What follows belongs to an exercise in optimizing a design on an open flow for small area, a short achievable clock period and few clock cycles per item; a production flow would make more cautious choices. Function was checked by simulation only, so behaviour that the tests miss may differ from the original. Power figures rest on the tool's default switching activity, not on a simulated workload.

`design/flow/constraint.sdc`:
```
create_clock -name core_clock -period 10.0 [get_ports {clk}]
set_input_delay 2.0000 -clock core_clock [delete_from_list [all_inputs] [get_ports {clk}]]
set_output_delay 2.0000 -clock core_clock [all_outputs]
set_load 0.01 [all_outputs]
```
`design/flow/config.mk`:
```
export PLATFORM = sky130hd
export DESIGN_NAME = rtp_depkt
export DESIGN_NICKNAME = rtp_depkt
export VERILOG_FILES = /design/flow/design.v
export SDC_FILE = /design/flow/constraint.sdc
export NUM_CORES = 4
export LEC_CHECK = 0
export CAP_MARGIN = 20
export CORE_MARGIN = 2
export CORE_UTILIZATION = 40
export PLACE_DENSITY = 0.6
export SETUP_SLACK_MARGIN = 5
export SLEW_MARGIN = 20
```
`design/flow/run.sh`:
```
#!/bin/bash
# synth_recipe.tcl (not shown) runs the flow's synth.tcl, then flattens the netlist and writes it again
# the make line also repeats each setting of config.mk as NAME=value (left out here)
make -C /OpenROAD-flow-scripts/flow DESIGN_CONFIG=/design/flow/config.mk WORK_HOME=/design/flow/orfs CLKGATE_MAP_FILE= SYNTH_SCRIPT=/design/flow/synth_recipe.tcl finish
```
`design/flow/design.v`:
```
module rtp_depkt (
  input  wire        clk,
  input  wire        rst,
  input  wire        in_valid,
  input  wire [7:0]  in_data,
  input  wire        in_last,
  output wire        in_ready,
  input  wire [11:0] sps_w,
  input  wire [11:0] sps_h,
  output reg         fo_valid,
  output reg  [7:0]  fo_data,
  output reg         fo_last,
  output reg         st_valid,
  output reg  [1:0]  st_hdr,
  output reg  [2:0]  st_kind,
  output reg  [3:0]  st_action,
  output reg         st_marker,
  output wire [15:0] st_seq,
  output reg  [6:0]  st_payload_len,
  output wire        st_seq_exp_valid,
  output wire [15:0] st_seq_expected,
  output reg         st_seq_anomaly,
  output reg         st_res_change,
  output reg         st_au_abandoned,
  output reg  [7:0]  st_attempted_len,
  output wire        st_re_state,
  output wire [11:0] st_width,
  output wire [11:0] st_height,
  output wire [31:0] st_anomaly_count
);
  localparam H_ACCEPTED = 2'd0, H_SHORT = 2'd1, H_VERSION = 2'd2, H_PT = 2'd3;
  localparam K_NONE = 3'd0, K_SPS = 3'd1, K_PPS = 3'd2, K_IDR = 3'd3, K_NONIDR = 3'd4,
             K_FUS = 3'd5, K_FUC = 3'd6, K_UNKNOWN = 3'd7;
  localparam A_NONE = 4'd0, A_IGNORED = 4'd1, A_CACHED_SPS = 4'd2, A_CACHED_PPS = 4'd3,
             A_PS_DROPPED = 4'd4, A_AU_STARTED = 4'd5, A_AU_APPENDED = 4'd6,
             A_EMITTED = 4'd7, A_NO_RES = 4'd8, A_ORPHAN = 4'd9, A_AU_OVERFLOW = 4'd10;
  reg        rdy;            
  reg        sv;             
  reg [7:0]  sd;
  reg        sl;
  reg [6:0]  si;
  reg        hv;             
  reg [7:0]  hd;
  reg        hl;             
  reg [6:0]  hi;             
  reg [6:0]  bi;             
  reg [11:0] cap_w, cap_h;
  reg        v_ok, pt_ok, mb;
  reg [15:0] seq;
  reg [2:0]  p0f;            
  reg        p0fu;           
  reg        fus_idr;        
  reg [2:0]  kk;             
  reg        mode_au, mode_stg;
  reg [7:0]  wptr;           
  reg [7:0]  wofs;           
  reg        wq_v;
  reg [6:0]  wq_a;
  reg [7:0]  wq_d;
  reg        pv;
  reg [6:0]  pr_plen;
  reg [1:0]  pr_hdr;
  reg        pr_p0;          
  reg        p2v;
  reg [2:0]  k2;
  reg [1:0]  h2;
  reg [6:0]  pl2;
  reg        m2, ovf2, big2, resc2, anom2, hres2;
  reg [7:0]  att2;
  reg [7:0]  addv2;
  reg        st_acc;
  reg [7:0]  stg [0:15];
  reg [7:0]  cch [0:23];
  reg [4:0]  sps_len;
  reg [3:0]  pps_len;
  reg        sps_cm, pps_cm;
  reg [11:0] width, height;
  reg        seq_valid;
  reg        seq_upd;
  reg [15:0] seq_exp;
  reg [31:0] anom_cnt;
  reg [7:0]  au_buf [0:127];
  reg [7:0]  rd;             
  reg [7:0]  au_start;       
  reg [7:0]  au_cnt;         
  reg        re_state;
  reg        cp_en;
  reg [7:0]  cp_wptr;
  reg [5:0]  cp_rem;
  reg [4:0]  cp_src;
  reg [7:0]  cp_end;         
  reg        cp_fresh;       
  reg        cp_own;         
  reg        cp_cdg;         
  reg        push_pend;      
  reg [6:0]  pend_cnt;
  reg [6:0]  qf_cnt [0:3];
  reg [1:0]  q_rp, q_wp;
  reg [2:0]  q_n;
  reg        em_dat;         
  reg [1:0]  em_sc;
  reg [6:0]  em_rem;
  assign in_ready         = rdy;
  assign st_re_state      = re_state;
  assign st_width         = width;
  assign st_height        = height;
  assign st_anomaly_count = anom_cnt;
  assign st_seq           = st_acc ? seq : 16'd0;
  assign st_seq_exp_valid = st_acc & seq_valid;
  assign st_seq_expected  = (st_acc & seq_valid) ? seq_exp : 16'd0;
  wire [5:0]  pre      = {1'b0, sps_len} + {2'b0, pps_len} + 6'd6;
  wire [7:0]  pre8     = {2'b0, pre};
  wire        cp_done  = (cp_rem == 6'd0);
  wire        acc_hdr  = v_ok & pt_ok;
  wire        at12     = (hi == 7'd12);
  wire        at13     = (hi == 7'd13);
  wire        gt12     = (hi > 7'd12);
  wire [4:0]  ht       = hd[4:0];
  wire        is12_idr = at12 & acc_hdr & (ht == 5'd5);
  wire        is12_non = at12 & acc_hdr & (ht == 5'd1);
  wire        is12_ps  = at12 & acc_hdr & ((ht == 5'd7) | (ht == 5'd8));
  wire        is13_fu  = at13 & acc_hdr & p0fu;
  wire        is13_fus = is13_fu & hd[7];
  wire        is13_fui = is13_fus & (ht == 5'd5);
  wire        pay_we   = mode_au & gt12 & (wofs < 8'd125) & ~is13_fu;
  wire        hw_req   = is12_idr | is12_non | is13_fus | pay_we;
  wire        sel_cp   = is12_idr | is13_fui;
  wire        sel_st   = is12_non | (is13_fus & ~is13_fui);
  wire [7:0]  d_cp     = cp_wptr - rd;
  wire [7:0]  d_st     = au_start - rd;
  wire [7:0]  d_wp     = wptr - rd;
  wire        hw_space = sel_cp ? ~d_ce[7] : sel_st ? ~d_st[7] : ~d_wp[7];
  wire [7:0]  d_ce     = cp_end - rd;
  wire [7:0]  hw_addr  = sel_cp ? cp_end : sel_st ? au_start : wptr;
  wire [7:0]  hw_data  = is13_fus ? {p0f, ht} : hd;
  wire        q_stall  = ({1'b0, q_n} + {3'd0, pv} + {3'd0, p2v} + {3'd0, push_pend}) >= 4'd4;
  wire        own_busy = cp_own & ~cp_done;
  wire        stall_own = (sel_cp & (cp_own | cp_fresh)) | (cp_own & (is12_non | is13_fus) & ~push_pend);
  wire        can_consume = ~(hw_req & ~hw_space) & ~stall_own & ~(hl & (q_stall | (own_busy & ~cp_cdg)));
  wire        consume  = hv & can_consume;
  wire        head_we  = consume & hw_req;
  wire        head_free = ~hv | can_consume;
  wire        fire     = in_valid & rdy;
  wire        cp_we    = cp_en & ~cp_done & ~head_we & ~d_cp[7] & ~sps_cm & ~pps_cm;
  wire [7:0]  cp_byte  = (cp_src < 5'd24) ? cch[cp_src] : {7'd0, (cp_src == 5'd26) | (cp_src == 5'd29)};
  wire [4:0]  cp_src1  = cp_src + 5'd1;
  wire [4:0]  cp_nsrc  = (~cp_src[4] & (cp_src1 == sps_len)) ? 5'd24 :
                         (cp_src == 5'd26) ? ((pps_len == 4'd0) ? 5'd27 : 5'd16) :
                         ((cp_src[4:3] == 2'b10) & (cp_src1[3:0] == pps_len)) ? 5'd27 : cp_src1;
  wire [3:0]  stg_idx  = hi[3:0] - 4'd12;
  wire        accepted = (pr_hdr == H_ACCEPTED);
  wire [7:0]  plen8    = {1'b0, pr_plen};
  wire [2:0]  kind     = ~accepted ? K_NONE : ~pr_p0 ? K_UNKNOWN : kk;
  wire [7:0]  len_idr  = 8'd3 + pre8 + plen8;
  wire [7:0]  len_non  = 8'd3 + plen8;
  wire [7:0]  len_fus  = (fus_idr ? pre8 : 8'd0) + 8'd2 + plen8;
  wire [8:0]  len_cont = {1'b0, au_cnt} + {1'b0, plen8} + 9'd1;
  reg         ovf1;
  reg  [7:0]  att1;
  always @(*) begin
    case (kind)
      K_IDR:    begin ovf1 = (len_idr > 8'd128);   att1 = len_idr; end
      K_NONIDR: begin ovf1 = (len_non > 8'd128);   att1 = len_non; end
      K_FUS:    begin ovf1 = (len_fus > 8'd128);   att1 = len_fus; end
      K_FUC:    begin ovf1 = (len_cont > 9'd128);  att1 = len_cont[7:0]; end
      default:  begin ovf1 = 1'b0;                 att1 = plen8; end
    endcase
  end
  wire        em_on    = (q_n != 3'd0);
  wire        em_pop   = em_on & em_dat & (em_rem == 7'd1);
  reg         q_push;
  reg  [6:0]  q_cnt;
  reg         n_re, emit, keep, own_keep;
  reg  [7:0]  n_start;
  reg  [4:0]  n_sl;
  reg  [3:0]  n_pl;
  integer i;
  always @(posedge clk) begin
    if (wq_v) au_buf[wq_a] <= wq_d;
    if (hv & mode_stg & gt12 & (hi < 7'd28)) stg[stg_idx] <= hd;
    if (hv & is12_ps) stg[0] <= hd;
    if (sps_cm) for (i = 0; i < 16; i = i + 1) cch[i] <= stg[i];
    if (pps_cm) for (i = 0; i < 8; i = i + 1) cch[16 + i] <= stg[i];
  end
  always @(posedge clk) begin
    st_valid <= 1'b0;
    fo_valid <= 1'b0;
    fo_last  <= 1'b0;
    pv       <= 1'b0;
    p2v      <= 1'b0;
    wq_v     <= 1'b0;
    sps_cm   <= 1'b0;
    pps_cm   <= 1'b0;
    q_push = 1'b0;
    q_cnt  = addv2[6:0];
    cp_fresh <= 1'b0;
    cp_end   <= cp_wptr + {2'd0, cp_rem};
    if (rst) begin
      rdy       <= 1'b0;
      sv        <= 1'b0;
      hv        <= 1'b0;
      bi        <= 7'd0;
      mode_au   <= 1'b0;
      mode_stg  <= 1'b0;
      sps_len   <= 5'd0;
      pps_len   <= 4'd0;
      width     <= 12'd0;
      height    <= 12'd0;
      seq_valid <= 1'b0;
      seq_upd   <= 1'b0;
      anom_cnt  <= 32'd0;
      rd        <= 8'd0;
      au_start  <= 8'd0;
      au_cnt    <= 8'd0;
      re_state  <= 1'b0;
      cp_en     <= 1'b1;
      cp_wptr   <= 8'd0;
      cp_rem    <= 6'd6;
      cp_src    <= 5'd24;
      cp_own    <= 1'b0;
      cp_cdg    <= 1'b0;
      push_pend <= 1'b0;
      q_rp      <= 2'd0;
      q_wp      <= 2'd0;
      q_n       <= 3'd0;
      em_dat    <= 1'b0;
      em_sc     <= 2'd0;
      em_rem    <= 7'd0;
    end else begin
      if (fire) begin
        bi <= in_last ? 7'd0 : bi + 7'd1;
        if (in_last && bi >= 7'd11) begin
          cap_w <= sps_w;
          cap_h <= sps_h;
        end
      end
      if (head_free) begin
        if (sv) begin
          hv <= 1'b1; hd <= sd; hl <= sl; hi <= si;
        end else if (fire) begin
          hv <= 1'b1; hd <= in_data; hl <= in_last; hi <= bi;
        end else begin
          hv <= 1'b0;
        end
        sv  <= 1'b0;
        rdy <= 1'b1;
      end else begin
        if (fire) begin
          sv <= 1'b1; sd <= in_data; sl <= in_last; si <= bi;
        end
        rdy <= ~(sv | fire);
      end
      if (cp_we) begin
        wq_v    <= 1'b1;
        wq_a    <= cp_wptr[6:0];
        wq_d    <= cp_byte;
        cp_wptr <= cp_wptr + 8'd1;
        cp_rem  <= cp_rem - 6'd1;
        cp_src  <= cp_nsrc;
      end
      if (cp_own & cp_done) begin
        cp_own   <= 1'b0;
        cp_en    <= ~re_state & ~mode_au;
        cp_wptr  <= au_start;
        cp_rem   <= pre;
        cp_src   <= (sps_len == 5'd0) ? 5'd24 : 5'd0;
        cp_fresh <= 1'b1;
        if (push_pend) begin
          push_pend <= 1'b0;
          q_push    = 1'b1;
          q_cnt     = pend_cnt;
        end
      end
      if (consume) begin
        case (hi)
          7'd0: v_ok <= (hd[7:6] == 2'd2);
          7'd1: begin pt_ok <= (hd[6:0] == 7'd96); mb <= hd[7]; end
          7'd2: seq[15:8] <= hd;
          7'd3: seq[7:0]  <= hd;
          default: ;
        endcase
        if (hl) begin
          pr_plen <= hi - 7'd11;
          pr_p0   <= (hi > 7'd11);
          pr_hdr  <= (hi < 7'd11) ? H_SHORT : ~v_ok ? H_VERSION : ~pt_ok ? H_PT : H_ACCEPTED;
        end
      end
      if (consume) begin
        if (hi == 7'd0) begin
          mode_au  <= 1'b0;
          mode_stg <= 1'b0;
        end
        if ((hi == 7'd2) && seq_upd) begin
          seq_upd   <= 1'b0;
          seq_valid <= 1'b1;
          seq_exp   <= seq + 16'd1;
        end
        if (at12) begin
          p0f      <= hd[7:5];
          p0fu     <= (ht == 5'd28);
          mode_stg <= is12_ps;
          mode_au  <= is12_idr | is12_non;
          if (~own_busy) cp_en <= is12_idr | (cp_en & acc_hdr & (ht == 5'd28));
          if (is12_idr & ~cp_done) begin
            cp_own <= 1'b1;
            cp_cdg <= ~hl;
          end
          case (ht)
            5'd7:  kk <= K_SPS;
            5'd8:  kk <= K_PPS;
            5'd5:  kk <= K_IDR;
            5'd1:  kk <= K_NONIDR;
            default: kk <= K_UNKNOWN;
          endcase
        end
        if (at13) fus_idr <= (ht == 5'd5);
        if (is13_fu) begin
          kk       <= hd[7] ? K_FUS : K_FUC;
          if (~own_busy) cp_en <= is13_fui;
          if (is13_fui & ~cp_done) begin
            cp_own <= 1'b1;
            cp_cdg <= ~hl;
          end
          if (is13_fus) begin
            mode_au <= 1'b1;
          end else begin
            mode_au <= re_state;
            wptr    <= au_start + au_cnt;
            wofs    <= au_cnt;
          end
        end
        if (head_we) begin
          wq_v <= 1'b1;
          wq_a <= hw_addr[6:0];
          wq_d <= hw_data;
          wptr <= hw_addr + 8'd1;
          wofs <= sel_st ? 8'd1 : sel_cp ? pre8 + 8'd1 : wofs + 8'd1;
        end else if (mode_au & ~is13_fu & gt12) begin
          wofs <= wofs + 8'd1;
        end
        if (hl) begin
          pv       <= 1'b1;
          cp_cdg   <= 1'b0;
          mode_au  <= 1'b0;
          mode_stg <= 1'b0;
        end
      end
      if (pv) begin
        p2v   <= 1'b1;
        k2    <= kind;
        h2    <= pr_hdr;
        pl2   <= pr_plen;
        m2    <= mb;
        ovf2  <= ovf1;
        att2  <= att1;
        big2  <= (kind == K_SPS) ? (pr_plen > 7'd16) : (pr_plen > 7'd8);
        resc2 <= (cap_w != 12'd0) && (cap_h != 12'd0) && (cap_w != width || cap_h != height);
        anom2 <= seq_valid && (seq != seq_exp);
        hres2 <= (width != 12'd0) && (height != 12'd0);
        addv2 <= (kind == K_FUC) ? au_cnt + plen8 - 8'd2 :
                 (kind == K_FUS) ? plen8 - 8'd1 + (fus_idr ? pre8 : 8'd0) :
                 plen8 + ((kind == K_IDR) ? pre8 : 8'd0);
      end
      if (p2v) begin
        st_valid         <= 1'b1;
        st_acc           <= (h2 == H_ACCEPTED);
        st_hdr           <= h2;
        st_kind          <= k2;
        st_marker        <= (h2 == H_ACCEPTED) & m2;
        st_payload_len   <= (h2 == H_ACCEPTED) ? pl2 : 7'd0;
        st_seq_anomaly   <= (h2 == H_ACCEPTED) & anom2;
        st_res_change    <= 1'b0;
        st_au_abandoned  <= 1'b0;
        st_attempted_len <= 8'd0;
        st_action        <= A_NONE;
        if (h2 == H_ACCEPTED) begin
          seq_upd <= 1'b1;
          if (anom2) anom_cnt <= anom_cnt + 32'd1;
        end
        n_re    = re_state;
        n_start = au_start;
        n_sl    = sps_len;
        n_pl    = pps_len;
        emit    = 1'b0;
        keep    = 1'b0;
        case (k2)
          K_SPS: begin
            if (big2) begin
              st_action        <= A_PS_DROPPED;
              st_attempted_len <= att2;
            end else begin
              sps_cm    <= 1'b1;
              sps_len   <= pl2[4:0];
              n_sl      = pl2[4:0];
              st_action <= A_CACHED_SPS;
              if (resc2) begin
                width         <= cap_w;
                height        <= cap_h;
                st_res_change <= 1'b1;
              end
            end
          end
          K_PPS: begin
            if (big2) begin
              st_action        <= A_PS_DROPPED;
              st_attempted_len <= att2;
            end else begin
              pps_cm    <= 1'b1;
              pps_len   <= pl2[3:0];
              n_pl      = pl2[3:0];
              st_action <= A_CACHED_PPS;
            end
          end
          K_IDR, K_NONIDR: begin
            st_au_abandoned <= re_state;
            n_re            = 1'b0;
            au_cnt          <= 8'd0;
            if (ovf2) begin
              st_action        <= A_AU_OVERFLOW;
              st_attempted_len <= att2;
            end else if (!hres2) begin
              st_action <= A_NO_RES;
            end else begin
              st_action <= A_EMITTED;
              emit      = 1'b1;
              keep      = 1'b1;
              n_start   = au_start + addv2;
            end
          end
          K_FUS: begin
            st_au_abandoned <= re_state;
            if (ovf2) begin
              st_action        <= A_AU_OVERFLOW;
              st_attempted_len <= att2;
              n_re             = 1'b0;
              au_cnt           <= 8'd0;
            end else begin
              st_action <= A_AU_STARTED;
              n_re      = 1'b1;
              keep      = 1'b1;
              au_cnt    <= addv2;
            end
          end
          K_FUC: begin
            if (!re_state) begin
              st_action <= A_ORPHAN;
            end else if (ovf2) begin
              st_action        <= A_AU_OVERFLOW;
              st_attempted_len <= att2;
              n_re             = 1'b0;
              au_cnt           <= 8'd0;
            end else if (m2 && !hres2) begin
              st_action <= A_NO_RES;
              n_re      = 1'b0;
              au_cnt    <= 8'd0;
            end else if (m2) begin
              st_action <= A_EMITTED;
              n_re      = 1'b0;
              au_cnt    <= 8'd0;
              emit      = 1'b1;
              n_start   = au_start + addv2;
            end else begin
              st_action <= A_AU_APPENDED;
              au_cnt    <= addv2;
            end
          end
          K_UNKNOWN: st_action <= A_IGNORED;
          default:   st_action <= A_NONE;
        endcase
        re_state <= n_re;
        au_start <= n_start;
        own_keep = cp_own & ~cp_done & keep;
        if (emit) begin
          if (own_keep) begin
            push_pend <= 1'b1;
            pend_cnt  <= addv2[6:0];
          end else begin
            q_push = 1'b1;
            q_cnt  = addv2[6:0];
          end
        end
        if (!own_keep) begin
          cp_own   <= 1'b0;
          cp_en    <= ~n_re;
          cp_wptr  <= n_start;
          cp_rem   <= {1'b0, n_sl} + {2'b0, n_pl} + 6'd6;
          cp_src   <= (n_sl == 5'd0) ? 5'd24 : 5'd0;
          cp_fresh <= 1'b1;
        end
      end
      if (em_on) begin
        fo_valid <= 1'b1;
        if (em_dat) begin
          fo_data <= au_buf[rd[6:0]];
          rd      <= rd + 8'd1;
          em_rem  <= em_rem - 7'd1;
          if (em_rem == 7'd1) begin
            em_dat  <= 1'b0;
            fo_last <= 1'b1;
          end
        end else begin
          fo_data <= {7'd0, em_sc == 2'd2};
          em_sc   <= em_sc + 2'd1;
          if (em_sc == 2'd2) begin
            em_sc  <= 2'd0;
            em_dat <= 1'b1;
            em_rem <= qf_cnt[q_rp];
          end
        end
      end
      if (q_push) begin
        qf_cnt[q_wp] <= q_cnt;
        q_wp <= q_wp + 2'd1;
      end
      if (em_pop) q_rp <= q_rp + 2'd1;
      q_n <= q_n + {2'd0, q_push} - {2'd0, em_pop};
    end
  end
endmodule
```
==> results.sh, run 1 <==
export IMPL_required_ps=10540
export IMPL_status="finished clean"
export IMPL_grt_setup_unrepaired="false"
export IMPL_async_flop_share_pct=0
export IMPL_hold_depth=0
export IMPL_path_clk_slew_ps=60
export IMPL_fp_dieArea_um2=187000
export IMPL_cts_sinks=1760
export IMPL_ys_types=87
export IMPL_synth_seq_cells=1760
export IMPL_grt_overflow=0
export IMPL_wl_per_cell_um=24.9
export IMPL_clk_path_buf_depth=3
export IMPL_numCtsBuffers=178
export IMPL_crit_path_max_fanout=7
export IMPL_yosysTopAreaCell="edfxtp_1"
export IMPL_netlist_top_cells_count="edfxtp_1, mux4_2, nor2_1, nand2_1, dfxtp_1"
export IMPL_n_fill_cell=15600
export IMPL_syn_nets=4579
export IMPL_die_w_um=432
export IMPL_setup_violations_final=0
export IMPL_crit_arrival_ps=5010
export IMPL_port_buffers=165
export IMPL_grt_max_degree=143
export IMPL_syn2layout_area_growth_pct=14.3
export IMPL_fin_util_pct=45.9
export IMPL_gp_congestion=0.844
export IMPL_first_pass_iters=6
export IMPL_hpwl_mm=112
export IMPL_peakVddDrop_mv=0.143
export IMPL_layout_drive_gt1_share_pct=16.3
export IMPL_wl_met1_mm=76.9
export IMPL_cts_hold_buf=0
export IMPL_grt_usage_pct=18.9
export IMPL_fin_crit_ps=4470
export IMPL_grt_pass1_vias=39900
export IMPL_netlist_area_um2=73200
export IMPL_netlist_top_cells_area="edfxtp_1, mux4_2, dfxtp_1, ha_1, nor2_1"
export IMPL_hold_class="flip-flop to flip-flop"
export IMPL_maxSlewViolCount=0
export IMPL_power_density_nw_per_um2=189
export IMPL_start_kind="flip-flop"
export IMPL_cts_tree="done"
export IMPL_synthFlopType="edfxtp_1"
export IMPL_grt_antenna_before_repair=2
export IMPL_fmaxAchievable_mhz=224
export IMPL_cts_root_buf="clkbuf_16"
export IMPL_initial_core_util_pct=40.1
export IMPL_p_leak_nw=26.7
export IMPL_synth_edf_count=1590
export IMPL_grt_pass1_wl_mm=264
export IMPL_final_antenna_net_count=0
export IMPL_post_cts_setup_buffers=0
export IMPL_syn_area_per_cell_um2=16.8
export IMPL_viasPerCell=5.55
export IMPL_boundaryPins=166
export IMPL_end_kind="flip-flop"
export IMPL_yosysMostFrequentCell="edfxtp_1"
export IMPL_met3WireLength_mm=10.6
export IMPL_drt_iter0_drc=3842
export IMPL_h_tree_depth=4
export IMPL_synth_top_area_share_pct=65.2
export IMPL_period_share_pct=44.7
export IMPL_num_vias=39600
export IMPL_synthCells=4369
export IMPL_cap_violations=0
export IMPL_die_y_um=432
export IMPL_worstSetupPathType="flip-flop to flip-flop"
export IMPL_yosysWarnings=2
export IMPL_clock_latency_ps=810
export IMPL_hold_viol=0
export IMPL_maxSlewHeadroom_pct=18.5
export IMPL_postRouteWirelength_mm=177
export IMPL_tightestPinTransition_ps=1220
export IMPL_row_count=157
export IMPL_top_layer="met5"
export IMPL_ff2ff_path_depth=17
export IMPL_setup_tns_ps=0
export IMPL_core_area_um2=182000
export IMPL_finClkSkew_ps=27.5
export IMPL_drcViolationCount=0
export IMPL_ys_seq_area_share_pct=69.8
export IMPL_postCtsResizedCells=0
export IMPL_fin_nets=4810
export IMPL_met2_length_mm=85.5
path summary, 6_finish.rpt:
| check | to | start | slack, ps |
|---|---|---|---|
| worst max register to register | att2[7]$_DFFE_PP_ | pps_len[1]$_SDFFE_PP0P_ | 5530 |
| worst max-delay path | att2[7]$_DFFE_PP_ | pps_len[1]$_SDFFE_PP0P_ | 5530 |
| worst min register to register | cch[9][4]$_DFFE_PP_ | stg[9][4]$_DFFE_PP_ | 410 |
| worst min-delay path | cch[9][4]$_DFFE_PP_ | stg[9][4]$_DFFE_PP_ | 410 |
layout by cell type (no fill, tap or decap), types with 34 or more instances in the layout:
master           netlist  routed
clkdlybuf4s50_1        0     164
nor2_1               321     318
dfxtp_1              170     164
nand2_1              208     208
mux4_2               341     341
and3_1                46      46
clkbuf_16              0     183
nor3_1                46      39
a22o_1                39      39
edfxtp_1            1590    1590
mux2_2                35      35
ha_1                 161     161
xor2_1                83      83
a221oi_1              34      34
clkbuf_1             128      38
a21oi_1              148     147
clkinv_1               1      34
o21ai_0              101     100
nand3_1               70      67
and2_1                51      51
buf_4                  3      69
xnor2_1              120     120
nand4_1               52      52
inv_1                133     133
worst max-delay path: stages (launching register included):
cell	delay (ps)
dfxtp_1	430
inv_1	80
ha_1	270
inv_1	60
ha_1	160
inv_1	70
fa_1	450
xnor2_1	600
nand2_1	170
ha_1	330
ha_1	320
a21oi_1	180
nor2_1	60
nor2_1	160
nor2b_1	60
o21ai_0	160
a21oi_1	110
or4_1	550
routing by layer:
metal  vias to the layer above  GRT usage [%]
li1                      17700              -
met3                       273           3.13
met5                         -              0
met4                         2           5.14
met1                     20300           26.4
met2                      1323           30.6
sequential cells by signal, summed over array words and instances, names as in the netlist, 12 cells and up, named ones only:
register  cells
cap_h        12
stg         128
qf_cnt       28
au_buf     1024
seq          16
seq_exp      16
anom_cnt     32
height       12
cap_w        12
cch         192
width        12
logic make-up (layout without fill, tap and decap cells):
| kind of cell | after synthesis | in the layout | synth area share, % |
|---|---|---|---|
| buf+inv | 328 | 703 | 1.79 |
| xor+xnor | 203 | 203 | 2.43 |
| mux | 409 | 409 | 11.5 |
| fa+ha+maj | 174 | 174 | 3.11 |
| simple gates | 960 | 960 | 6.46 |
| compound gates | 535 | 535 | 4.90 |
| other cells | 0 | 1 | 0 |
| flops | 1760 | 1760 | 69.8 |
where the power goes:
| part | switching, mW | internal [mW] |
|---|---|---|
| Sequential | 0.0900 | 8.28 |
| Combinational | 0.612 | 0.229 |
| Clock | 2.80 | 3.82 |
| Total | 3.50 | 12.3 |
area by class of cell:
| class | count | area, um^2 | area share, % |
|---|---|---|---|
| Multi-Input combinational cell | 2281 | 20900 | 25.0 |
| Tap cell | 2385 | 2980 | 3.56 |
| Inverter | 135 | 507 | 0.605 |
| Clock buffer | 224 | 4760 | 5.69 |
| Timing Repair Buffer | 244 | 2340 | 2.80 |
| Sequential cell | 1760 | 51200 | 61.1 |
| Antenna cell | 1 | 2.50 | 0.00299 |
| Clock inverter | 100 | 1010 | 1.20 |
stage by stage:
step	setup slack (ps)	hold slack (ps)	instances	area (um^2)	power [mW]
2_1_floorplan	5370	400	4369	73300	9.00
4_1_cts	5480	407	7124	83600	15.9
3_3_place_gp	5150	400	6799	77800	9.32
3_5_place_dp	5070	405	6800	77800	9.36
6_report	5530	410	7130	83700	15.8
5_1_grt	5110	411	7129	83700	16.3
Testbench counts, summed over its fixed seeds: cycles 76,713, datagrams 2,400.
==> run 2: changes to the inputs <==
==> design/flow/flow/run.sh (new file) <==
#!/bin/bash
set -euo pipefail
bash standard.sh SETUP_SLACK_MARGIN=6.5 finish > standard_flow.log 2>&1
==> design/flow/standard.sh (new file) <==
#!/bin/bash
# synth_recipe.tcl (not shown) runs the flow's synth.tcl, then flattens the netlist and writes it again
# the make line also repeats each setting of config.mk as NAME=value (left out here)
make -C /OpenROAD-flow-scripts/flow DESIGN_CONFIG=/design/flow/config.mk WORK_HOME=/design/flow/orfs CLKGATE_MAP_FILE= SYNTH_SCRIPT=/design/flow/synth_recipe.tcl "${@:-finish}"
--- a/design/flow/config.mk
+++ b/design/flow/config.mk
@@ -10,4 +10,3 @@
 export CORE_UTILIZATION = 40
 export PLACE_DENSITY = 0.6
-export SETUP_SLACK_MARGIN = 5
 export SLEW_MARGIN = 20
removed: design/flow/run.sh
==> run 2 against run 1 <==
Effect of this change: register-to-register slack improved by 910 ps; maximum frequency increased by 16%; sequential share of layout area decreased by 1.3 points; core utilization increased by 1.1 points; routed wire length increased by 5.8%; global-route usage increased by 1.2 points; clock-buffer cell count decreased by 8.
==> results.sh, run 2 <==
export IMPL_maxSlewHeadroom_pct=22.0
export IMPL_hold_ws_ps=404
export IMPL_grt_antenna_before_repair=1
export IMPL_largest_reg_flops=1024
export IMPL_layout_drive_gt1_share_pct=23.0
export IMPL_hpwl_mm=115
export IMPL_cts_root_buf="clkbuf_16"
export IMPL_finClkSkew_ps=37.4
export IMPL_p_int_mw=12.6
export IMPL_netlist_top_cells_count="edfxtp_1, mux4_2, nor2_1, nand2_1, dfxtp_1"
export IMPL_synthCells=4369
export IMPL_hold_viol=0
export IMPL_async_flop_share_pct=0
export IMPL_ys_seq_area_share_pct=69.8
export IMPL_final_common_cell="edfxtp_1"
export IMPL_port_buffers=165
export IMPL_cts_tree="done"
export IMPL_syn_area_per_cell_um2=16.8
export IMPL_fmaxAchievable_mhz=259
export IMPL_peakVddDrop_mv=0.166
export IMPL_start_kind="flip-flop"
export IMPL_regMostFlops="au_buf"
export IMPL_n_fill_cell=15400
export IMPL_numCtsBuffers=182
export IMPL_boundaryPins=166
export IMPL_setup_violations_final=0
export IMPL_path_clk_slew_ps=60
export IMPL_fp_dieArea_um2=187000
export IMPL_reg2reg_from="sps_len[1]$_SDFFE_PP0P_"
export IMPL_initial_core_util_pct=40.1
export IMPL_maxSlewViolCount=0
export IMPL_slowest_delay_ps=420
export IMPL_netlist_top_cells_area="edfxtp_1, mux4_2, dfxtp_1, ha_1, nor2_1"
export IMPL_die_w_um=432
export IMPL_crit_path_max_fanout=17
export IMPL_crit_arrival_ps=1870
export IMPL_wl_per_cell_um=25.9
export IMPL_status="finished clean"
export IMPL_drt_iter0_drc=3967
export IMPL_synth_seq_cells=1760
export IMPL_cp_slowest_cell="edfxtp_1"
export IMPL_seqPwrFrac_pct=51.6
export IMPL_reg_top3="au_buf (1024), cch (192), stg (128)"
export IMPL_syn_nets=4579
export IMPL_yosysWarnings=2
export IMPL_grt_overflow=0
export IMPL_grt_setup_unrepaired="true"
export IMPL_yosysTopAreaCell="edfxtp_1"
export IMPL_netlist_area_um2=73200
export IMPL_power_density_nw_per_um2=190
export IMPL_postRouteWirelength_mm=187
export IMPL_end_kind="output port"
export IMPL_core_area_um2=182000
export IMPL_grt_max_degree=108
export IMPL_synth_edf_count=1590
export IMPL_antenna_cells=0
export IMPL_fin_crit_ps=3870
export IMPL_die_y_um=432
export IMPL_syn2layout_area_growth_pct=17.0
export IMPL_drcViolationCount=0
export IMPL_grt_pass1_vias=40500
export IMPL_tightestPinTransition_ps=1170
export IMPL_switchingPower_mw=3.68
export IMPL_cts_sinks=1760
export IMPL_required_ps=8000
export IMPL_p_leak_nw=27.8
export IMPL_yosysMostFrequentCell="edfxtp_1"
export IMPL_setup_tns_ps=0
export IMPL_clock_latency_ps=840
export IMPL_cts_hold_buf=0
export IMPL_worstSetupPathType="flip-flop to output port"
export IMPL_pwr_share_clk_pct=43.0
export IMPL_gp_congestion=0.860
export IMPL_grt_pass1_wl_mm=277
export IMPL_h_tree_depth=4
export IMPL_cap_violations=0
export IMPL_ys_types=87
export IMPL_layout_common_cells="edfxtp_1, mux4_2, nor2_1, nand2_1, clkbuf_16"
export IMPL_final_antenna_net_count=0
export IMPL_row_count=157
export IMPL_hold_class="flip-flop to flip-flop"
export IMPL_synth_top_area_share_pct=65.2
export IMPL_grt_usage_pct=20.0
export IMPL_combPwrFrac_pct=5.5
export IMPL_first_pass_iters=9
export IMPL_clk_path_buf_depth=3
export IMPL_swShare_pct=22.6
export IMPL_synthFlopType="edfxtp_1"
export IMPL_cp_startpoint="st_acc$_DFFE_PP_"
export IMPL_viasPerCell=5.65
export IMPL_fin_nets=4900
export IMPL_period_share_pct=38.7
export IMPL_num_vias=40900
export IMPL_worstPathCellList="buf_6 -> and3_1 -> dlygate4sd2_1"
export IMPL_hp_start="stg[9][2]$_DFFE_PP_"
-- run 2: cell counts after synthesis --
No cell type changed its count.
-- run 2: cell type report --
cell class	instances	area (um^2)	area share [%]
Clock buffer	216	4740	5.53
Clock inverter	120	1470	1.71
Inverter	135	509	0.594
Multi-Input combinational cell	2284	21700	25.3
Sequential cell	1760	51300	59.8
Tap cell	2385	2980	3.48
Timing Repair Buffer	327	3040	3.55
-- run 2: kinds of logic (layout without fill, tap and decap cells) --
kind of cell / after synthesis / after routing / share of synthesized area (%)
buffers and inverters: 328 / 798 / 1.79
XOR/XNOR: 203 / 203 / 2.43
AND/OR/NAND/NOR: 960 / 962 / 6.46
adder cells (fa/ha/maj): 174 / 174 / 3.11
multiplexers: 409 / 409 / 11.5
AO/OA/AOI/OAI: 535 / 536 / 4.90
flip-flops: 1760 / 1760 / 69.8
-- run 2: power groups by stage --
stage	combinational (mW)	clock [mW]	sequential [mW]
after floorplan	0.390	0	8.61
after global placement	0.778	0	8.56
after detailed placement	0.816	0	8.56
after CTS	0.841	7.12	8.39
after global routing	0.962	7.42	8.40
final	0.888	7.00	8.39
-- run 2: critical path: cells and delay by family, from the launching register on --
family | cells | cell delay (ps)
buffers and inverters | 2 | 450
flip-flops | 1 | 420
AND/OR/NAND/NOR | 1 | 170
-- run 2: per-stage QoR --
step	cell area [um^2]	power (mW)	cells	utilization, %	setup WS (ps)
final	85700	16.3	7227	47.0	6130
after global routing	85700	16.8	7227	47.0	6070
after CTS	85200	16.4	7193	46.7	6100
after detailed placement	78000	9.37	6795	42.7	5320
after global placement	77900	9.34	6792	42.7	5470
after floorplan	73400	9.00	4369	-	5930
-- run 2: final timing paths --
kind	end	slack, ps	cells past startpoint
max reg2reg	ovf2$_DFFE_PP_	6440	13
min	cch[9][2]$_DFFE_PP_	400	0
max	st_seq_expected[11]	6130	3
min reg2reg	cch[9][2]$_DFFE_PP_	400	0
-- run 2: metal layers --
| layer | global-route usage, % | share of wire, % | wire length (um) | vias up |
|---|---|---|---|---|
| li1 | - | - | - | 17900 |
| met2 | 32.2 | 48 | 90200 | 1535 |
| met5 | 0 | 0 | 0 | - |
| met4 | 5.28 | 2.4 | 4500 | 0 |
| met1 | 28.4 | 43 | 80700 | 21200 |
| met3 | 3.30 | 6.4 | 12100 | 262 |
-- run 2: repair_timing --
action	in CTS	in global routing
gates resized for setup	454	79
gates cloned	7	0
endpoints found under the setup margin	339	220
buffers inserted	55	33
pin swaps	43	38
==> run 3: changes to the inputs <==
--- a/design/flow/design.v
+++ b/design/flow/design.v
@@ -16,8 +16,8 @@
   output reg  [3:0]  st_action,
   output reg         st_marker,
-  output wire [15:0] st_seq,
+  output reg  [15:0] st_seq,
   output reg  [6:0]  st_payload_len,
-  output wire        st_seq_exp_valid,
-  output wire [15:0] st_seq_expected,
+  output reg         st_seq_exp_valid,
+  output reg  [15:0] st_seq_expected,
   output reg         st_seq_anomaly,
   output reg         st_res_change,
@@ -69,5 +69,4 @@
   reg [7:0]  att2;
   reg [7:0]  addv2;
-  reg        st_acc;
   reg [7:0]  stg [0:15];
   reg [7:0]  cch [0:23];
@@ -77,5 +76,4 @@
   reg [11:0] width, height;
   reg        seq_valid;
-  reg        seq_upd;
   reg [15:0] seq_exp;
   reg [31:0] anom_cnt;
@@ -106,7 +104,4 @@
   assign st_height        = height;
   assign st_anomaly_count = anom_cnt;
-  assign st_seq           = st_acc ? seq : 16'd0;
-  assign st_seq_exp_valid = st_acc & seq_valid;
-  assign st_seq_expected  = (st_acc & seq_valid) ? seq_exp : 16'd0;
   wire [5:0]  pre      = {1'b0, sps_len} + {2'b0, pps_len} + 6'd6;
   wire [7:0]  pre8     = {2'b0, pre};
@@ -208,5 +203,4 @@
       height    <= 12'd0;
       seq_valid <= 1'b0;
-      seq_upd   <= 1'b0;
       anom_cnt  <= 32'd0;
       rd        <= 8'd0;
@@ -291,9 +285,4 @@
           mode_stg <= 1'b0;
         end
-        if ((hi == 7'd2) && seq_upd) begin
-          seq_upd   <= 1'b0;
-          seq_valid <= 1'b1;
-          seq_exp   <= seq + 16'd1;
-        end
         if (at12) begin
           p0f      <= hd[7:5];
@@ -364,5 +353,7 @@
       if (p2v) begin
         st_valid         <= 1'b1;
-        st_acc           <= (h2 == H_ACCEPTED);
+        st_seq           <= (h2 == H_ACCEPTED) ? seq : 16'd0;
+        st_seq_exp_valid <= (h2 == H_ACCEPTED) & seq_valid;
+        st_seq_expected  <= ((h2 == H_ACCEPTED) & seq_valid) ? seq_exp : 16'd0;
         st_hdr           <= h2;
         st_kind          <= k2;
@@ -375,5 +366,6 @@
         st_action        <= A_NONE;
         if (h2 == H_ACCEPTED) begin
-          seq_upd <= 1'b1;
+          seq_valid <= 1'b1;
+          seq_exp   <= seq + 16'd1;
           if (anom2) anom_cnt <= anom_cnt + 32'd1;
         end
==> design/flow/flow/run.sh (replaced) <==
#!/bin/bash
set -euo pipefail
bash standard.sh SETUP_SLACK_MARGIN=7 finish > standard_flow.log 2>&1
==> run 3 against run 2 <==
Effect of this change: routed wire length up 8.2%; sequential power up 2%; first-iteration DRC count up 12%; clock power up 0.7%; highest routed layer is now met5; global-route usage up 0.82 points; still clean.
==> results.sh, run 3 <==
export IMPL_fin_nets=5187
export IMPL_grt_overflow=0
export IMPL_synth_top_area_share_pct=65.6
export IMPL_ys_types=89
export IMPL_netlist_top_cells_area="edfxtp_1, mux4_2, dfxtp_1, ha_1, nor2_1"
export IMPL_syn_area_per_cell_um2=16.7
export IMPL_cap_violations=0
export IMPL_boundaryPins=166
export IMPL_cts_hold_buf=0
export IMPL_fin_crit_ps=3630
export IMPL_maxSlewViolCount=0
export IMPL_worst_slack_ps=6370
export IMPL_fmaxAchievable_mhz=275
export IMPL_grt_setup_unrepaired="true"
export IMPL_yosys_area_share_adder_pct=3.03
export IMPL_syn2layout_area_growth_pct=21.5
export IMPL_cts_tree="done"
export IMPL_yosysTopAreaCell="edfxtp_1"
export IMPL_postRouteWirelength_mm=203
export IMPL_start_kind="flip-flop"
export IMPL_async_flop_share_pct=0
export IMPL_yosysWarnings=2
export IMPL_setup_violations_final=0
export IMPL_cp_slowest_cell="fa_2"
export IMPL_crit_path_max_fanout=3
export IMPL_maxSlewHeadroom_pct=8.10
export IMPL_finClkSkew_ps=40.6
export IMPL_hold_viol=0
export IMPL_drt_iter0_drc=4462
export IMPL_synth_top_family_by_area="multiplexers"
export IMPL_path_clk_slew_ps=70
export IMPL_setup_tns_ps=0
export IMPL_num_vias=42500
export IMPL_period_share_pct=36.3
export IMPL_initial_core_util_pct=40.1
export IMPL_status="finished clean"
export IMPL_grt_usage_pct=20.9
export IMPL_first_pass_iters=6
export IMPL_tightestPinTransition_ps=1380
export IMPL_grt_pass1_vias=42600
export IMPL_port_buffers=165
export IMPL_drcViolationCount=0
export IMPL_synthCells=4446
export IMPL_synthFlopType="edfxtp_1"
export IMPL_cts_root_buf="clkbuf_16"
export IMPL_worstPathCellList="inv_4 -> ha_4 -> inv_4 -> ha_4 -> fa_2 -> nand2_4 -> ha_4 -> inv_2 -> fa_2 -> or4b_4 -> o41ai_4 -> nand4_1"
export IMPL_synth_xor_area_share_pct=2.43
export IMPL_end_kind="flip-flop"
export IMPL_largest_reg_flops=1024
export IMPL_synth_edf_count=1622
export IMPL_gp_congestion=0.852
export IMPL_regMostFlops="au_buf"
export IMPL_netlist_top_cells_count="edfxtp_1, mux4_2, nor2_1, nand2_1, dfxtp_1"
export IMPL_die_w_um=435
export IMPL_grt_pass1_wl_mm=293
export IMPL_worstSetupPathType="flip-flop to flip-flop"
export IMPL_muxShareOfSynthArea_pct=11.6
export IMPL_wl_per_cell_um=26.6
export IMPL_slowest_delay_ps=620
export IMPL_layout_drive_gt1_share_pct=30.3
export IMPL_h_tree_depth=4
export IMPL_required_ps=10550
export IMPL_cts_sinks=1791
export IMPL_peakVddDrop_mv=0.160
export IMPL_reg_top3="au_buf (1024), cch (192), stg (128)"
export IMPL_antenna_cells=0
export IMPL_final_common_cell="edfxtp_1"
export IMPL_netlist_area_um2=74300
export IMPL_power_density_nw_per_um2=185
export IMPL_yosysMostFrequentCell="edfxtp_1"
export IMPL_clk_path_buf_depth=3
export IMPL_core_area_um2=185000
export IMPL_layout_common_cells="edfxtp_1, mux4_2, buf_4, nor2_1, nand2_1"
export IMPL_clock_latency_ps=830
export IMPL_die_y_um=435
export IMPL_row_count=158
export IMPL_crit_arrival_ps=4180
export IMPL_synth_compound_area_share_pct=4.45
export IMPL_synthSimpleGateAreaFrac_pct=6.65
export IMPL_hpwl_mm=122
export IMPL_post_place_ws_ps=5550
export IMPL_final_antenna_net_count=0
export IMPL_synth_seq_cells=1791
export IMPL_crit_top_cell="ha_4"
export IMPL_ys_seq_area_share_pct=70.1
export IMPL_viasPerCell=5.58
export IMPL_grt_antenna_before_repair=5
export IMPL_numCtsBuffers=186
export IMPL_p_leak_nw=29.8
export IMPL_fp_dieArea_um2=189000
export IMPL_grt_max_degree=106
export IMPL_syn_nets=4654
export IMPL_hold_class="flip-flop to flip-flop"
-- run 3: what timing repair did --
action,4_1_cts,5_1_grt
pin swaps,73,82
gates resized for setup,942,185
setup endpoints to repair,686,447
setup buffers,180,78
gates cloned,21,12
-- run 3: worst paths after layout --
path	startpoint	to	slack, ps	depth (start not counted)
setup / recovery	pps_len[1]$_SDFFE_PP0P_	ovf2$_DFFE_PP_	6370	12
hold / removal	stg[8][4]$_DFFE_PP_	cch[8][4]$_DFFE_PP_	410	0
setup reg to reg	pps_len[1]$_SDFFE_PP0P_	ovf2$_DFFE_PP_	6370	12
hold reg to reg	stg[8][4]$_DFFE_PP_	cch[8][4]$_DFFE_PP_	410	0
-- run 3: area by class of cell --
class | count | area [um^2]
Multi-Input combinational cell | 2326 | 22800
Tap cell | 2480 | 3100
Fill cell | 15500 | 94800
Inverter | 137 | 534
Clock buffer | 230 | 4910
Sequential cell | 1791 | 52300
Timing Repair Buffer | 537 | 5280
Clock inverter | 113 | 1270
-- run 3: kinds of logic (layout without fill, tap and decap cells) --
kind of cell               after synthesis  after routing
AOI/OAI and AO/OA                      500            501
xor gates and xnor gates               206            206
adders and majority gates              172            172
buffers and inverters                  333           1017
DFF                                   1791           1791
muxes                                  426            426
and+or+nand+nor                       1018           1021
-- run 3: routing by layer --
| layer | wire length [um] | global-route usage, % | vias up |
|---|---|---|---|
| met5 | 24 | 0 | - |
| met4 | 5860 | 5.99 | 4 |
| met3 | 13300 | 3.59 | 362 |
| met2 | 98600 | 34.3 | 1694 |
| met1 | 85100 | 28.5 | 21900 |
| li1 | - | - | 18500 |
-- run 3: power breakdown --
part / internal [mW] / total (mW) / switching (mW)
combinational: 0.360 / 1.07 / 0.713
sequential: 8.43 / 8.54 / 0.113
clock: 4.10 / 7.05 / 2.96
total: 12.9 / 16.7 / 3.78
-- run 3: critical path, delay by kind of cell, from the launching register on --
kind,cells,cell delay [ps]
AOI/OAI and AO/OA,1,320
adders and majority gates,5,1860
buffers and inverters,3,90
DFF,1,360
and+or+nand+nor,3,720
-- run 3: metrics by stage --
step           hold slack, ps  util (%)  power, mW  std cells  area [um^2]
5_1_grt                   421      48.8       17.1       7614        90200
3_3_place_gp              400      42.9       9.55       6977        79400
3_5_place_dp              405      42.9       9.58       6977        79400
2_1_floorplan             400         -       9.20       4446        74800
6_report                  409      48.8       16.7       7614        90200
4_1_cts                   415      47.8       16.7       7521        88500
Testbench counts of run 3, summed over its fixed seeds: cycles 76,713, datagrams 2,400.
==> run 4: changes to the inputs <==
==> design/flow/flow/run.sh (replaced) <==
#!/bin/bash
set -euo pipefail
bash standard.sh SETUP_SLACK_MARGIN=6.5 finish > standard_flow.log 2>&1
==> run 4 against run 3 <==
Effect of this change: still clean; maximum frequency decreased by 2.4%; worst hold slack improved by 2.8 ps; first-iteration DRC count is 12% lower; cell area decreased by 4.1%; routed wire length decreased by 6.2%; critical path depth increased by 6; sequential power about the same.
==> results.sh, run 4 <==
export IMPL_status="finished clean"
export IMPL_syn_area_per_cell_um2=16.7
export IMPL_required_ps=10580
export IMPL_synthFlopType="edfxtp_1"
export IMPL_crit_path_max_fanout=4
export IMPL_pwr_share_clk_pct=42.1
export IMPL_worst_slack_ps=6280
export IMPL_yosysWarnings=2
export IMPL_core_area_um2=185000
export IMPL_grt_pass1_wl_mm=280
export IMPL_netlist_top_cells_count="edfxtp_1, mux4_2, nor2_1, nand2_1, dfxtp_1"
export IMPL_peakVddDrop_mv=0.132
export IMPL_die_y_um=435
export IMPL_wl_met1_mm=82.6
export IMPL_grt_max_degree=105
export IMPL_combPwrFrac_pct=5.7
export IMPL_met3WireLength_mm=10.9
export IMPL_initial_core_util_pct=40.1
export IMPL_final_antenna_net_count=0
export IMPL_regMostFlops="au_buf"
export IMPL_synth_top_area_share_pct=65.6
export IMPL_swShare_pct=22.7
export IMPL_worstReg2RegEnd="addv2[7]$_DFFE_PP_"
export IMPL_cts_sinks=1791
export IMPL_fin_crit_ps=3720
export IMPL_ys_types=89
export IMPL_clk_path_buf_depth=3
export IMPL_maxSlewViolCount=0
export IMPL_netlist_area_um2=74300
export IMPL_port_buffers=165
export IMPL_h_tree_depth=4
export IMPL_fmaxAchievable_mhz=269
export IMPL_grt_setup_unrepaired="true"
export IMPL_num_vias=41100
export IMPL_hold_viol=0
export IMPL_grt_usage_pct=19.8
export IMPL_drcViolationCount=0
export IMPL_hpwl_mm=119
export IMPL_crit_arrival_ps=4300
export IMPL_yosysMostFrequentCell="edfxtp_1"
export IMPL_met2_length_mm=92.4
export IMPL_netlist_top_cells_area="edfxtp_1, mux4_2, dfxtp_1, ha_1, nor2_1"
export IMPL_numCtsBuffers=183
export IMPL_layout_common_cells="edfxtp_1, mux4_2, nor2_1, nand2_1, clkbuf_16"
export IMPL_tightestPinTransition_ps=1180
export IMPL_p_int_mw=12.6
export IMPL_cts_hold_buf=0
export IMPL_start_kind="flip-flop"
export IMPL_syn_nets=4654
export IMPL_reg_top3="au_buf (1024), cch (192), stg (128)"
export IMPL_cts_tree="done"
export IMPL_seqPwrFrac_pct=52.2
export IMPL_layout_drive_gt1_share_pct=23.1
export IMPL_hold_ws_ps=412
export IMPL_async_flop_share_pct=0
export IMPL_r2r_setup_slack_ps=6280
export IMPL_drt_iter0_drc=3908
export IMPL_gp_congestion=0.845
export IMPL_ys_seq_area_share_pct=70.1
export IMPL_hold_class="flip-flop to flip-flop"
export IMPL_postRouteWirelength_mm=190
export IMPL_grt_overflow=0
export IMPL_wl_per_cell_um=25.7
export IMPL_grt_pass1_vias=40900
export IMPL_ff2ff_path_depth=18
export IMPL_largest_reg_flops=1024
export IMPL_boundaryPins=166
export IMPL_synth_seq_cells=1791
export IMPL_synth_edf_count=1622
export IMPL_cts_root_buf="clkbuf_16"
export IMPL_hold_path_endpoint="cch[15][5]$_DFFE_PP_"
export IMPL_clock_latency_ps=830
export IMPL_top_layer="met4"
export IMPL_fp_dieArea_um2=189000
export IMPL_switchingPower_mw=3.71
export IMPL_period_share_pct=37.2
export IMPL_power_density_nw_per_um2=189
export IMPL_path_clk_slew_ps=70
export IMPL_syn2layout_area_growth_pct=16.5
export IMPL_synthCells=4446
export IMPL_row_count=158
export IMPL_die_w_um=435
export IMPL_fin_nets=4968
export IMPL_p_leak_nw=28.1
export IMPL_first_pass_iters=6
export IMPL_finClkSkew_ps=48.2
export IMPL_end_kind="flip-flop"
export IMPL_fin_util_pct=46.8
export IMPL_hp_start="stg[15][5]$_DFFE_PP_"
export IMPL_post_place_ws_ps=5380
export IMPL_viasPerCell=5.57
export IMPL_reg2reg_from="sps_len[1]$_SDFFE_PP0P_"
export IMPL_grt_antenna_before_repair=3
export IMPL_yosysTopAreaCell="edfxtp_1"
export IMPL_setup_tns_ps=0
export IMPL_final_common_cell="edfxtp_1"
export IMPL_setup_violations_final=0
export IMPL_hold_depth=0
export IMPL_cap_violations=0
export IMPL_worstSetupPathType="flip-flop to flip-flop"
export IMPL_maxSlewHeadroom_pct=21.3
run 4: cell counts after synthesis:
Identical to the previous run, type by type.
run 4: power by group through the flow:
| stage | logic (mW) | clock network, mW | registers, mW |
|---|---|---|---|
| floorplan | 0.420 | 0 | 8.77 |
| global placement | 0.859 | 0 | 8.67 |
| detailed placement | 0.885 | 0 | 8.68 |
| CTS | 0.905 | 7.01 | 8.52 |
| global route | 1.01 | 7.28 | 8.53 |
| finish | 0.928 | 6.88 | 8.52 |
run 4: routing by layer:
layer	global-route usage (%)	vias to the layer above
li1	-	18100
met1	27.6	21400
met2	32.3	1434
met3	3.12	286
met5	0	-
met4	5.17	0
run 4: kinds of logic (layout without fill, tap and decap cells):
family / count (synthesis) / after routing / synth area share [%]
compound gates: 500 / 500 / 4.45
xor+xnor: 206 / 206 / 2.43
fa+ha+maj: 172 / 172 / 3.03
buf+inv: 333 / 799 / 1.74
flops: 1791 / 1791 / 70.1
mux: 426 / 426 / 11.6
other cells: 0 / 1 / 0
simple gates: 1018 / 1018 / 6.65
run 4: worst max path at each step:
stage | startpoint | end | cells after the start
3_5_place_dp | hi[2]$_DFFE_PP_ | wptr[1]$_DFFE_PP_ | 9
6_report | sps_len[1]$_SDFFE_PP0P_ | addv2[7]$_DFFE_PP_ | 18
2_1_floorplan | rst | seq_exp[0]$_DFFE_PP_ | 2
4_1_cts | fo_data[0]$_DFFE_PP_ | fo_data[0] | 1
3_3_place_gp | flip-flop | fo_data[0]$_DFFE_PP_ | 8
5_1_grt | sps_len[1]$_SDFFE_PP0P_ | addv2[7]$_DFFE_PP_ | 18
run 4: per-stage QoR:
| stage | area (um^2) | std cells | power [mW] |
|---|---|---|---|
| final | 86600 | 7393 | 16.3 |
| after global routing | 86600 | 7392 | 16.8 |
| after CTS | 85900 | 7363 | 16.4 |
| after detailed placement | 79100 | 6979 | 9.56 |
| after global placement | 79100 | 6978 | 9.53 |
| after floorplan | 74400 | 4446 | 9.19 |
run 4: final cells by class:
class                           instances  area, um^2
Antenna cell                            1        2.50
Timing Repair Buffer                  325        2940
Tap cell                             2480        3100
Inverter                              137         517
Clock buffer                          231        4900
Sequential cell                      1791       52200
Clock inverter                        106        1160
Multi-Input combinational cell       2322       21700
Fill cell                           15800       98500
run 4: what timing repair did:
item,in CTS,in global routing
endpoints found under the setup margin,331,143
pin swaps,40,27
buffers inserted,43,26
endpoints found under the hold margin,0,0
resized for setup,626,69
gates cloned,4,2
run 4: critical path, stage by stage (launching register included):
cell and delay, ps:
dfxtp_4 360, inv_4 40, ha_4 250, inv_2 40, ha_4 150, fa_2 410
xor2_4 260, nand2_2 110, buf_6 150, ha_4 250, inv_2 40, ha_4 250
a21oi_2 110, o21bai_1 130, a21o_1 190, a211o_1 320, o311ai_1 90, o211ai_1 150
o21a_1 170
==> run 5: changes to the inputs <==
--- a/design/flow/config.mk
+++ b/design/flow/config.mk
@@ -8,5 +8,5 @@
 export CAP_MARGIN = 20
 export CORE_MARGIN = 2
-export CORE_UTILIZATION = 40
-export PLACE_DENSITY = 0.6
+export CORE_UTILIZATION = 55
+export PLACE_DENSITY = 0.72
 export SLEW_MARGIN = 20
==> run 5 against run 4 <==
Effect of this change: cell area fell by 0.93%; first-iteration DRC count rose by 29%; via count rose by 1.3%; final cell count fell by 9.6%; clock skew barely moved; combinational power fell by 2.5%; die area fell by 27%; core utilization rose by 17 points; sequential cell count did not move; register-to-register slack improved by 50 ps; largest power group unchanged.
==> results.sh, run 5 <==
export IMPL_path_buf_inv=3
export IMPL_antenna_cells=0
export IMPL_slowest_delay_ps=700
export IMPL_setup_tns_ps=0
export IMPL_yosysWarnings=2
export IMPL_peakVddDrop_mv=0.183
export IMPL_layout_drive_gt1_share_pct=22.5
export IMPL_async_flop_share_pct=0
export IMPL_ys_seq_area_share_pct=70.1
export IMPL_clk_path_buf_depth=3
export IMPL_synthFlopType="edfxtp_1"
export IMPL_first_pass_iters=6
export IMPL_synth_top_area_share_pct=65.6
export IMPL_regMostFlops="au_buf"
export IMPL_cp_slowest_cell="fa_2"
export IMPL_start_kind="flip-flop"
export IMPL_hold_depth=0
export IMPL_grt_pass1_wl_mm=269
export IMPL_grt_setup_unrepaired="true"
export IMPL_finClkSkew_ps=48.7
export IMPL_syn_nets=4654
export IMPL_yosysMostFrequentCell="edfxtp_1"
export IMPL_maxSlewViolCount=0
export IMPL_yosysTopAreaCell="edfxtp_1"
export IMPL_period_share_pct=36.7
export IMPL_hold_viol=0
export IMPL_row_count=134
export IMPL_synthCells=4446
export IMPL_syn_area_per_cell_um2=16.7
export IMPL_stdcell_area_um2=85800
export IMPL_port_buffers=165
export IMPL_drcViolationCount=0
export IMPL_cts_hold_buf=0
export IMPL_synth_seq_cells=1791
export IMPL_p_total_mw=16.2
export IMPL_post_place_ws_ps=5480
export IMPL_end_kind="flip-flop"
export IMPL_required_ps=10540
export IMPL_core_area_um2=134000
export IMPL_cts_tree="done"
export IMPL_cts_root_buf="clkbuf_16"
export IMPL_fin_crit_ps=3670
export IMPL_syn2layout_area_growth_pct=15.5
export IMPL_crit_top_cell="ha_4"
export IMPL_ys_types=89
export IMPL_grt_usage_pct=26.5
export IMPL_netlist_top_cells_area="edfxtp_1, mux4_2, dfxtp_1, ha_1, nor2_1"
export IMPL_ff2ff_path_depth=16
export IMPL_drt_iter0_drc=5023
export IMPL_die_w_um=371
export IMPL_boundaryPins=166
export IMPL_final_antenna_net_count=0
export IMPL_critPathTopFamily="adder cells"
export IMPL_synth_edf_count=1622
export IMPL_worstSetupPathType="flip-flop to flip-flop"
export IMPL_netlist_top_cells_count="edfxtp_1, mux4_2, nor2_1, nand2_1, dfxtp_1"
export IMPL_fmaxAchievable_mhz=272
export IMPL_path_depth=16
export IMPL_worstPathCellList="inv_2 -> ha_4 -> inv_2 -> ha_4 -> fa_2 -> nand2_4 -> ha_4 -> ha_1 -> a21o_1 -> a21oi_2 -> o21bai_1 -> a21oi_2 -> xnor2_2 -> buf_4 -> a22oi_1 -> a31oi_1"
export IMPL_status="finished clean"
export IMPL_initial_core_util_pct=55.5
export IMPL_hold_class="flip-flop to flip-flop"
export IMPL_wl_per_cell_um=27.3
export IMPL_grt_pass1_vias=41100
export IMPL_gp_congestion=0.876
export IMPL_grt_antenna_before_repair=3
export IMPL_viasPerCell=6.24
export IMPL_placed_area_um2=78200
export IMPL_grt_overflow=0
export IMPL_setup_violations_final=0
export IMPL_netlist_area_um2=74300
export IMPL_ff_latch_area_um2=52200
export IMPL_grt_max_degree=129
export IMPL_crit_arrival_ps=4210
export IMPL_tightestPinTransition_ps=1170
export IMPL_worst_slack_ps=6330
export IMPL_largest_reg_flops=1024
export IMPL_path_clk_slew_ps=60
export IMPL_final_common_cell="edfxtp_1"
export IMPL_maxSlewHeadroom_pct=21.7
export IMPL_h_tree_depth=4
export IMPL_fin_nets=4970
export IMPL_hpwl_mm=113
export IMPL_p_leak_nw=28.1
export IMPL_crit_path_max_fanout=3
export IMPL_multi_input_area_um2=21800
export IMPL_fp_dieArea_um2=138000
export IMPL_die_y_um=371
export IMPL_layout_common_cells="edfxtp_1, mux4_2, nor2_1, nand2_1, clkbuf_16"
export IMPL_cts_sinks=1791
export IMPL_cap_violations=0
export IMPL_n_fill_cell=9225
export IMPL_postRouteWirelength_mm=183
export IMPL_clock_latency_ps=840
export IMPL_num_vias=41700
export IMPL_power_density_nw_per_um2=189
export IMPL_numCtsBuffers=178
export IMPL_reg_top3="au_buf (1024), cch (192), stg (128)"
==> run 5: cell count changes in the layout (fill, tap and decap cells not counted), moves of 6 or more <==
cell / previous run / this run
buf_2: 71 / 32
clkdlybuf4s15_1: 15 / 46
nor2_1: 314 / 326
clkbuf_2: 0 / 10
buf_4: 130 / 139
nor2_2: 18 / 9
a21oi_2: 7 / 14
ha_1: 140 / 133
buf_16: 8 / 2
clkbuf_16: 187 / 181
==> run 5: cells by family after synthesis <==
group / Yosys count / synth area share [%]
fa+ha+maj: 172 / 3.03
simple gates: 1018 / 6.65
xor+xnor: 206 / 2.43
flops: 1791 / 70.1
compound gates: 500 / 4.45
buf+inv: 333 / 1.74
mux: 426 / 11.6
==> run 5: metrics by stage <==
step / hold WS (ps) / instances / util, %
2_1_floorplan: 400 / 4446 / -
3_3_place_gp: 401 / 6270 / 58.4
3_5_place_dp: 405 / 6271 / 58.4
4_1_cts: 416 / 6657 / 63.7
5_1_grt: 421 / 6682 / 64.1
6_report: 416 / 6682 / 64.1
==> run 5: worst paths after layout <==
| kind | endpoint | startpoint | slack [ps] |
|---|---|---|---|
| setup reg to reg | att2[6]$_DFFE_PP_ | pps_len[1]$_SDFFE_PP0P_ | 6330 |
| setup / recovery | att2[6]$_DFFE_PP_ | pps_len[1]$_SDFFE_PP0P_ | 6330 |
| hold / removal | cch[12][2]$_DFFE_PP_ | stg[12][2]$_DFFE_PP_ | 420 |
| hold reg to reg | cch[12][2]$_DFFE_PP_ | stg[12][2]$_DFFE_PP_ | 420 |
==> run 5: cell type report <==
class                   count  share of cell area, %
clock inverters           110                   1.53
repair buffers            332                   3.56
clock buffers             222                   5.47
multi-input cells        2322                   25.4
inverters                 137                  0.606
flip-flops and latches   1791                   60.9
well taps                1768                   2.58
==> run 5: what timing repair did <==
action / CTS / global route
pin swaps: 39 / 25
cloned: 2 / 2
resized for setup: 524 / 101
buffers inserted: 52 / 22
setup endpoints to repair: 335 / 166
==> run 5: report_power, final <==
part           switching (mW)  internal [mW]
combinational           0.643          0.262
clock                    2.92           3.87
sequential             0.0934           8.43
==> run 5: metal layers <==
metal | part of all wire, % | wire length, um | global-route usage [%]
met5 | 0.0044 | 8 | 0
met4 | 3.1 | 5640 | 8.69
met1 | 40 | 72600 | 36.7
met2 | 49 | 89800 | 43.0
met3 | 7.9 | 14500 | 4.63

## what the ideal ports hide
The results above use ideal ports. As a check the final layouts listed here were re-extracted and re-timed, cells and wires unchanged.
Step 1, drivers: a clkbuf_16 drives clk and a buf_2 each remaining input, both assumed.
Step 2 moves the port delays by t, midway between the first and last clock arrival at a register: inputs arrive t later, outputs are due t later. That takes back most of the time a late clock gives input paths.
Three values: no drivers, after step 1, after step 2; two values: the first two.
run | shift t [ns] | setup slack, ns | cell pins on the clock port's net
run 1 | 0.881 | 5.532 / 5.463 / 5.430 | 1
run 2 | 0.905 | 6.132 / 6.051 / 5.707 | 1
run 3 | 0.889 | 6.365 / 6.341 / 6.188 | 1
run 4 | 0.892 | 6.277 / 6.277 / 5.872 | 1
run 5 | 0.893 | 6.330 / 6.330 / 5.960 | 1
After both steps setup and hold are still met in every run listed. The setup slack of run 2, which loses most, moves by -0.081 ns with the drivers and by -0.425 ns with both steps.
